This design comes from an exercise in tuning for small area, a short achievable clock period and few clock cycles on the open sky130 flow, not from production work.
RTL that was checked went through simulation tests only; none was proved equivalent to the original.
Power is estimated from default activity; no workload was simulated.

==> flow/design.v <==
module crcarc (
    input  wire        clk,
    input  wire        rst,         
    input  wire        cmd_valid,
    output wire        cmd_ready,
    input  wire [11:0] cmd,
    output reg         rsp_valid,
    output wire [31:0] rsp
);
    localparam [3:0] OP_NOP       = 4'h0;
    localparam [3:0] OP_CRC_CLR   = 4'h1;
    localparam [3:0] OP_CRC_BYTE  = 4'h2;
    localparam [3:0] OP_DEC_START = 4'h3;
    localparam [3:0] OP_DEC_CHAR  = 4'h4;
    localparam [3:0] OP_HEX_START = 4'h5;
    localparam [3:0] OP_HEX_CHAR  = 4'h6;
    localparam [3:0] OP_HEX_CHECK = 4'h7;
    localparam [3:0] OP_RD        = 4'h8;
    localparam [2:0] D_IDLE  = 3'd0;
    localparam [2:0] D_RUN   = 3'd3;
    localparam [2:0] D_DONE  = 3'd4;
    localparam [2:0] D_DIGIT = 3'd1;
    localparam [2:0] D_POINT = 3'd2;
    localparam [2:0] D_CFG   = 3'd5;
    localparam [2:0] D_SEQ   = 3'd6;
    localparam [2:0] H_IDLE  = 3'd0;
    localparam [2:0] H_RUN   = 3'd1;
    localparam [2:0] H_DONE  = 3'd2;
    localparam [2:0] H_HEX   = 3'd3;
    localparam [2:0] H_LEN   = 3'd4;
    localparam [2:0] H_SEQ   = 3'd6;
    reg [15:0] crc;
    reg [14:0] acc_lo;
    reg [14:0] acc_hi;
    reg [3:0]  acc_c;       
    reg        acc_p;       
    reg [3:0]  digits;
    reg [3:0]  decimals;
    reg [3:0]  dpos;
    reg [2:0]  dcode;
    reg [15:0] hexv;
    reg [2:0]  hcnt;
    reg [2:0]  hcode;
    reg [15:0] calc;
    reg        match;
    reg        ill;
    reg [11:0] cq;
    reg [4:0]  rsel;
    assign cmd_ready = 1'b1;
    wire [3:0] op  = cq[11:8];
    wire [7:0] arg = cq[7:0];
    reg [15:0] crc_next_byte;
    integer    i;
    always @(*) begin
        crc_next_byte = crc ^ {8'h00, arg};
        for (i = 0; i < 8; i = i + 1) begin
            if (crc_next_byte[0])
                crc_next_byte = (crc_next_byte >> 1) ^ 16'hA001;
            else
                crc_next_byte = crc_next_byte >> 1;
        end
    end
    wire       arg_is_digit = (arg[7:4] == 4'h3) && !(arg[3] && (arg[2] || arg[1]));
    wire       arg_is_point = (arg == 8'h2E);
    reg        cfg_legal;
    always @(*) begin
        case (arg[7:4])
            4'd1:    cfg_legal = (arg[3:0] <= 4'd8);
            4'd2:    cfg_legal = (arg[3:0] <= 4'd7);
            4'd3:    cfg_legal = (arg[3:0] <= 4'd6);
            4'd4:    cfg_legal = (arg[3:0] <= 4'd5);
            4'd5:    cfg_legal = (arg[3:0] <= 4'd4);
            4'd6:    cfg_legal = (arg[3:0] <= 4'd3);
            4'd7:    cfg_legal = (arg[3:0] <= 4'd2);
            4'd8:    cfg_legal = (arg[3:0] <= 4'd1);
            4'd9:    cfg_legal = (arg[3:0] == 4'd0);
            default: cfg_legal = 1'b0;
        endcase
    end
    wire       at_point     = (decimals != 4'd0) && (dpos == digits);
    wire       dec_last     = (decimals == 4'd0) ? (dpos + 4'd1 == digits)
                                                 : ({1'b0, dpos} == {1'b0, digits} + {1'b0, decimals});
    function automatic [18:0] add19(input [18:0] a, input [18:0] b, input ci);
        reg [18:0] p, g, pp, gg;
        integer l, k, j;
        begin
            p = a ^ b;
            g = a & b;
            g[0] = g[0] | (p[0] & ci);
            pp = p;
            gg = g;
            for (l = 0; l < 5; l = l + 1)
                for (k = 0; k < 19; k = k + 1)
                    if ((k >> l) & 1) begin
                        j = ((k >> l) << l) - 1;
                        gg[k] = gg[k] | (pp[k] & gg[j]);
                        pp[k] = pp[k] & pp[j];
                    end
            add19 = p ^ {gg[17:0], ci};
        end
    endfunction
    wire [3:0]  dig         = arg[3:0];
    wire [18:0] lo_next     = add19({1'b0, acc_lo, (dig[3] ? 3'd7 : dig[2:0])},
                                    {3'b000, acc_lo, dig[3]},
                                    dig[3] & dig[0]);
    wire [18:0] hi_sum      = add19({4'd0, acc_hi[11:0], (acc_c[3] ? 3'd7 : acc_c[2:0])},
                                    {4'd0, acc_hi[13:0], acc_c[3]},
                                    acc_c[3] & acc_c[0]);
    wire [14:0] hi_next     = hi_sum[14:0];
    wire [29:0] acc         = {acc_hi, acc_lo};
    wire [1:0] dstate = (dcode == D_IDLE) ? 2'd0 :
                        (dcode == D_RUN)  ? 2'd1 :
                        (dcode == D_DONE) ? 2'd2 : 2'd3;
    wire [3:0] derrc  = (dstate == 2'd3) ? {1'b0, dcode} : 4'd0;
    wire       d_run  = (dcode == D_RUN);
    wire       d_err  = (dstate == 2'd3);
    wire       arg_is_alpha = (arg[7:6] == 2'b01) && (arg[4:3] == 2'b00)
                              && (arg[2:0] != 3'd0) && (arg[2:0] != 3'd7);
    wire       arg_is_hex   = arg_is_digit || arg_is_alpha;
    wire [3:0] hex_val      = arg[6] ? {1'b1, (arg[2:0] == 3'd1 || arg[2:0] == 3'd2) ? 1'b0 : 1'b1,
                                        (arg[2:0] == 3'd3 || arg[2:0] == 3'd4) ? 1'b0 : 1'b1, ~arg[0]}
                                     : arg[3:0];
    wire       h_err  = hcode[2] | (hcode[1] & hcode[0]);
    wire [1:0] hstate = h_err ? 2'd3 : hcode[1:0];
    wire [3:0] herrc  = h_err ? {1'b0, hcode} : 4'd0;
    wire       h_run  = (hcode == H_RUN);
    wire [31:0] status = {decimals, digits, 1'b0, hcnt, dpos, herrc, derrc,
                          2'b00, ill, match, hstate, dstate};
    assign rsp = ({32{rsel[0]}} & {16'd0, crc})
               | ({32{rsel[1]}} & {2'd0, acc})
               | ({32{rsel[2]}} & {16'd0, hexv})
               | ({32{rsel[3]}} & {16'd0, calc})
               | ({32{rsel[4]}} & status);
    always @(posedge clk) begin
        cq[7:0] <= cmd[7:0];
        rsel    <= 5'd0;
        if (op == OP_RD && arg[7:3] == 5'd0) begin
            rsel[0] <= (arg[2:0] == 3'd0);
            rsel[1] <= (arg[2:0] == 3'd1);
            rsel[2] <= (arg[2:0] == 3'd2);
            rsel[3] <= (arg[2:0] == 3'd3);
            rsel[4] <= (arg[2:0] == 3'd4);
        end
        if (rst) begin
            cq[11:8]  <= OP_NOP;
            crc       <= 16'd0;
            acc_lo    <= 15'd0;
            acc_hi    <= 15'd0;
            acc_c     <= 4'd0;
            acc_p     <= 1'b0;
            digits    <= 4'd0;
            decimals  <= 4'd0;
            dpos      <= 4'd0;
            dcode     <= D_IDLE;
            hexv      <= 16'd0;
            hcnt      <= 3'd0;
            hcode     <= H_IDLE;
            calc      <= 16'd0;
            match     <= 1'b0;
            ill       <= 1'b0;
            rsp_valid <= 1'b0;
        end else begin
            cq[11:8]  <= cmd_valid ? cmd[11:8] : OP_NOP;
            rsp_valid <= 1'b0;
            acc_p     <= 1'b0;
            if (acc_p)
                acc_hi <= hi_next;
            begin
                case (op)
                    OP_NOP: ;
                    OP_CRC_CLR:  crc <= 16'd0;
                    OP_CRC_BYTE: crc <= crc_next_byte;
                    OP_DEC_START: begin
                        digits   <= arg[7:4];
                        decimals <= arg[3:0];
                        acc_lo   <= 15'd0;
                        acc_hi   <= 15'd0;
                        acc_p    <= 1'b0;
                        dpos     <= 4'd0;
                        dcode    <= cfg_legal ? D_RUN : D_CFG;
                    end
                    OP_DEC_CHAR: begin
                        if (d_run) begin
                            if (at_point) begin
                                if (arg_is_point)
                                    dpos <= dpos + 4'd1;
                                else
                                    dcode <= D_POINT;
                            end else if (arg_is_digit) begin
                                acc_lo <= lo_next[14:0];
                                acc_c  <= lo_next[18:15];
                                acc_p  <= 1'b1;
                                dpos <= dpos + 4'd1;
                                if (dec_last)
                                    dcode <= D_DONE;
                            end else
                                dcode <= D_DIGIT;
                        end else if (!d_err)
                            dcode <= D_SEQ;
                    end
                    OP_HEX_START: begin
                        hexv  <= 16'd0;
                        hcnt  <= 3'd0;
                        calc  <= 16'd0;
                        match <= 1'b0;
                        hcode <= H_RUN;
                    end
                    OP_HEX_CHAR: begin
                        if (h_run) begin
                            if (!arg_is_hex)
                                hcode <= H_HEX;
                            else if (hcnt == 3'd4)
                                hcode <= H_LEN;
                            else begin
                                hexv <= {hexv[11:0], hex_val};
                                hcnt <= hcnt + 3'd1;
                            end
                        end else if (!h_err)
                            hcode <= H_SEQ;
                    end
                    OP_HEX_CHECK: begin
                        if (h_run) begin
                            if (hcnt == 3'd4) begin
                                calc  <= crc;
                                match <= (hexv == crc);
                                hcode <= H_DONE;
                            end else
                                hcode <= H_LEN;
                        end else if (!h_err)
                            hcode <= H_SEQ;
                    end
                    OP_RD: begin
                        rsp_valid <= 1'b1;
                        if (arg > 8'h04)
                            ill <= 1'b1;
                    end
                    default: ill <= 1'b1;    
                endcase
            end
        end
    end
endmodule
make LEC_CHECK=0 CAP_MARGIN=20 CORE_MARGIN=2 CORE_UTILIZATION=60 CTS_BUF_LIST=sky130_fd_sc_hd__clkbuf_8 CTS_CLUSTER_SIZE=30 SETUP_SLACK_MARGIN=2.7 SLEW_MARGIN=20 finish   # period 5.0 ns
run.sh (not shown) runs the stock make flow with config.mk's settings and CLKGATE_MAP_FILE= SYNTH_SCRIPT=/design/flow/synth_recipe.tcl, a recipe that flattens the netlist after the stock synthesis.
==> next run, changes <==
--- a/flow/design.v
+++ b/flow/design.v
@@ -4,9 +4,9 @@
     input  wire        cmd_valid,
     output wire        cmd_ready,
     input  wire [11:0] cmd,
     output reg         rsp_valid,
-    output wire [31:0] rsp
+    output reg  [31:0] rsp
 );
     localparam [3:0] OP_NOP       = 4'h0;
     localparam [3:0] OP_CRC_CLR   = 4'h1;
     localparam [3:0] OP_CRC_BYTE  = 4'h2;
@@ -40,12 +40,16 @@
     reg [2:0]  dcode;
     reg [15:0] hexv;
     reg [2:0]  hcnt;
     reg [2:0]  hcode;
-    reg [15:0] calc;
+    reg [15:0] calc;        
+    reg        calc_v;
     reg        match;
     reg        ill;
     reg [11:0] cq;
+    reg [2:0]  dq_lo;
+    reg        dq_ci;
+    reg        rsp_due;
     reg [4:0]  rsel;
     assign cmd_ready = 1'b1;
     wire [3:0] op  = cq[11:8];
     wire [7:0] arg = cq[7:0];
@@ -79,35 +83,15 @@
     end
     wire       at_point     = (decimals != 4'd0) && (dpos == digits);
     wire       dec_last     = (decimals == 4'd0) ? (dpos + 4'd1 == digits)
                                                  : ({1'b0, dpos} == {1'b0, digits} + {1'b0, decimals});
-    function automatic [18:0] add19(input [18:0] a, input [18:0] b, input ci);
-        reg [18:0] p, g, pp, gg;
-        integer l, k, j;
-        begin
-            p = a ^ b;
-            g = a & b;
-            g[0] = g[0] | (p[0] & ci);
-            pp = p;
-            gg = g;
-            for (l = 0; l < 5; l = l + 1)
-                for (k = 0; k < 19; k = k + 1)
-                    if ((k >> l) & 1) begin
-                        j = ((k >> l) << l) - 1;
-                        gg[k] = gg[k] | (pp[k] & gg[j]);
-                        pp[k] = pp[k] & pp[j];
-                    end
-            add19 = p ^ {gg[17:0], ci};
-        end
-    endfunction
     wire [3:0]  dig         = arg[3:0];
-    wire [18:0] lo_next     = add19({1'b0, acc_lo, (dig[3] ? 3'd7 : dig[2:0])},
-                                    {3'b000, acc_lo, dig[3]},
-                                    dig[3] & dig[0]);
-    wire [18:0] hi_sum      = add19({4'd0, acc_hi[11:0], (acc_c[3] ? 3'd7 : acc_c[2:0])},
-                                    {4'd0, acc_hi[13:0], acc_c[3]},
-                                    acc_c[3] & acc_c[0]);
-    wire [14:0] hi_next     = hi_sum[14:0];
+    wire [18:0] lo_next     = {1'b0, acc_lo, dq_lo}
+                            + {3'b000, acc_lo, dig[3]}
+                            + {18'd0, dq_ci};
+    wire [14:0] hi_next     = {acc_hi[11:0], (acc_c[3] ? 3'd7 : acc_c[2:0])}
+                            + {acc_hi[13:0], acc_c[3]}
+                            + {14'd0, acc_c[3] & acc_c[0]};
     wire [29:0] acc         = {acc_hi, acc_lo};
     wire [1:0] dstate = (dcode == D_IDLE) ? 2'd0 :
                         (dcode == D_RUN)  ? 2'd1 :
                         (dcode == D_DONE) ? 2'd2 : 2'd3;
@@ -125,21 +109,24 @@
     wire [3:0] herrc  = h_err ? {1'b0, hcode} : 4'd0;
     wire       h_run  = (hcode == H_RUN);
     wire [31:0] status = {decimals, digits, 1'b0, hcnt, dpos, herrc, derrc,
                           2'b00, ill, match, hstate, dstate};
-    assign rsp = ({32{rsel[0]}} & {16'd0, crc})
+    wire [31:0] rsp_word = ({32{rsel[0]}} & {16'd0, crc})
                | ({32{rsel[1]}} & {2'd0, acc})
                | ({32{rsel[2]}} & {16'd0, hexv})
                | ({32{rsel[3]}} & {16'd0, calc})
                | ({32{rsel[4]}} & status);
     always @(posedge clk) begin
         cq[7:0] <= cmd[7:0];
+        dq_lo   <= cmd[3] ? 3'd7 : cmd[2:0];
+        dq_ci   <= cmd[3] & cmd[0];
+        rsp     <= rsp_word;      
         rsel    <= 5'd0;
         if (op == OP_RD && arg[7:3] == 5'd0) begin
             rsel[0] <= (arg[2:0] == 3'd0);
             rsel[1] <= (arg[2:0] == 3'd1);
             rsel[2] <= (arg[2:0] == 3'd2);
-            rsel[3] <= (arg[2:0] == 3'd3);
+            rsel[3] <= (arg[2:0] == 3'd3) && calc_v;
             rsel[4] <= (arg[2:0] == 3'd4);
         end
         if (rst) begin
             cq[11:8]  <= OP_NOP;
@@ -154,15 +141,17 @@
             dcode     <= D_IDLE;
             hexv      <= 16'd0;
             hcnt      <= 3'd0;
             hcode     <= H_IDLE;
-            calc      <= 16'd0;
+            calc_v    <= 1'b0;
             match     <= 1'b0;
             ill       <= 1'b0;
             rsp_valid <= 1'b0;
+            rsp_due   <= 1'b0;
         end else begin
             cq[11:8]  <= cmd_valid ? cmd[11:8] : OP_NOP;
-            rsp_valid <= 1'b0;
+            rsp_due   <= 1'b0;
+            rsp_valid <= rsp_due;
             acc_p     <= 1'b0;
             if (acc_p)
                 acc_hi <= hi_next;
             begin
@@ -200,9 +189,9 @@
                     end
                     OP_HEX_START: begin
                         hexv  <= 16'd0;
                         hcnt  <= 3'd0;
-                        calc  <= 16'd0;
+                        calc_v <= 1'b0;
                         match <= 1'b0;
                         hcode <= H_RUN;
                     end
                     OP_HEX_CHAR: begin
@@ -221,17 +210,18 @@
                     OP_HEX_CHECK: begin
                         if (h_run) begin
                             if (hcnt == 3'd4) begin
                                 calc  <= crc;
+                                calc_v <= 1'b1;
                                 match <= (hexv == crc);
                                 hcode <= H_DONE;
                             end else
                                 hcode <= H_LEN;
                         end else if (!h_err)
                             hcode <= H_SEQ;
                     end
                     OP_RD: begin
-                        rsp_valid <= 1'b1;
+                        rsp_due <= 1'b1;
                         if (arg > 8'h04)
                             ill <= 1'b1;
                     end
                     default: ill <= 1'b1;    
Outcome:
- sequential share of layout area goes up by 8.0 points
- first-iteration DRC count went down by a quarter to a third
- total power is higher by about a fifth
- hold slack hardly moves
- clock power climbs by about a fifth
- final area grows by a few percent
Testbench counts after the change, summed over its fixed seeds: cycles 16,202.
Only the layout flow was run in the first run of this note; the RTL was not checked for function there.

## port drivers added, routing unchanged
How much do the figures lean on ideal ports? The routed layouts below were timed once more, with nothing changed but the port constraints. Step 1 sets driving cells, clkbuf_16 on the clock port and buf_2 on the other inputs (assumed; they add their load-dependent delay and slew). Step 2 times the ports against the registers' clock, not the clock port: input delays grow and output delays shrink by t, the midpoint of the rising clock arrivals with the driver on. a / b / c = ideal / step 1 / step 2; a / b = the first two.
run | shift t [ns] | setup slack, ns | hold WS [ns] | latest minus earliest clock arrival (ns) | worst data-port slew with drivers (ns)
the first run | 0.485 | 2.026 / 2.026 / 2.026 | 0.454 / 0.454 / 0.454 | 0.009 / 0.009 | 0.03
the second run | 0.498 | 2.689 / 2.689 / 2.500 | 0.454 / 0.454 / 0.454 | 0.015 / 0.015 | 0.03
After both steps setup and hold are still met in every run listed. For the second run, which loses most, drivers alone change the setup slack by 0.000 ns; drivers and shift together by -0.189 ns.
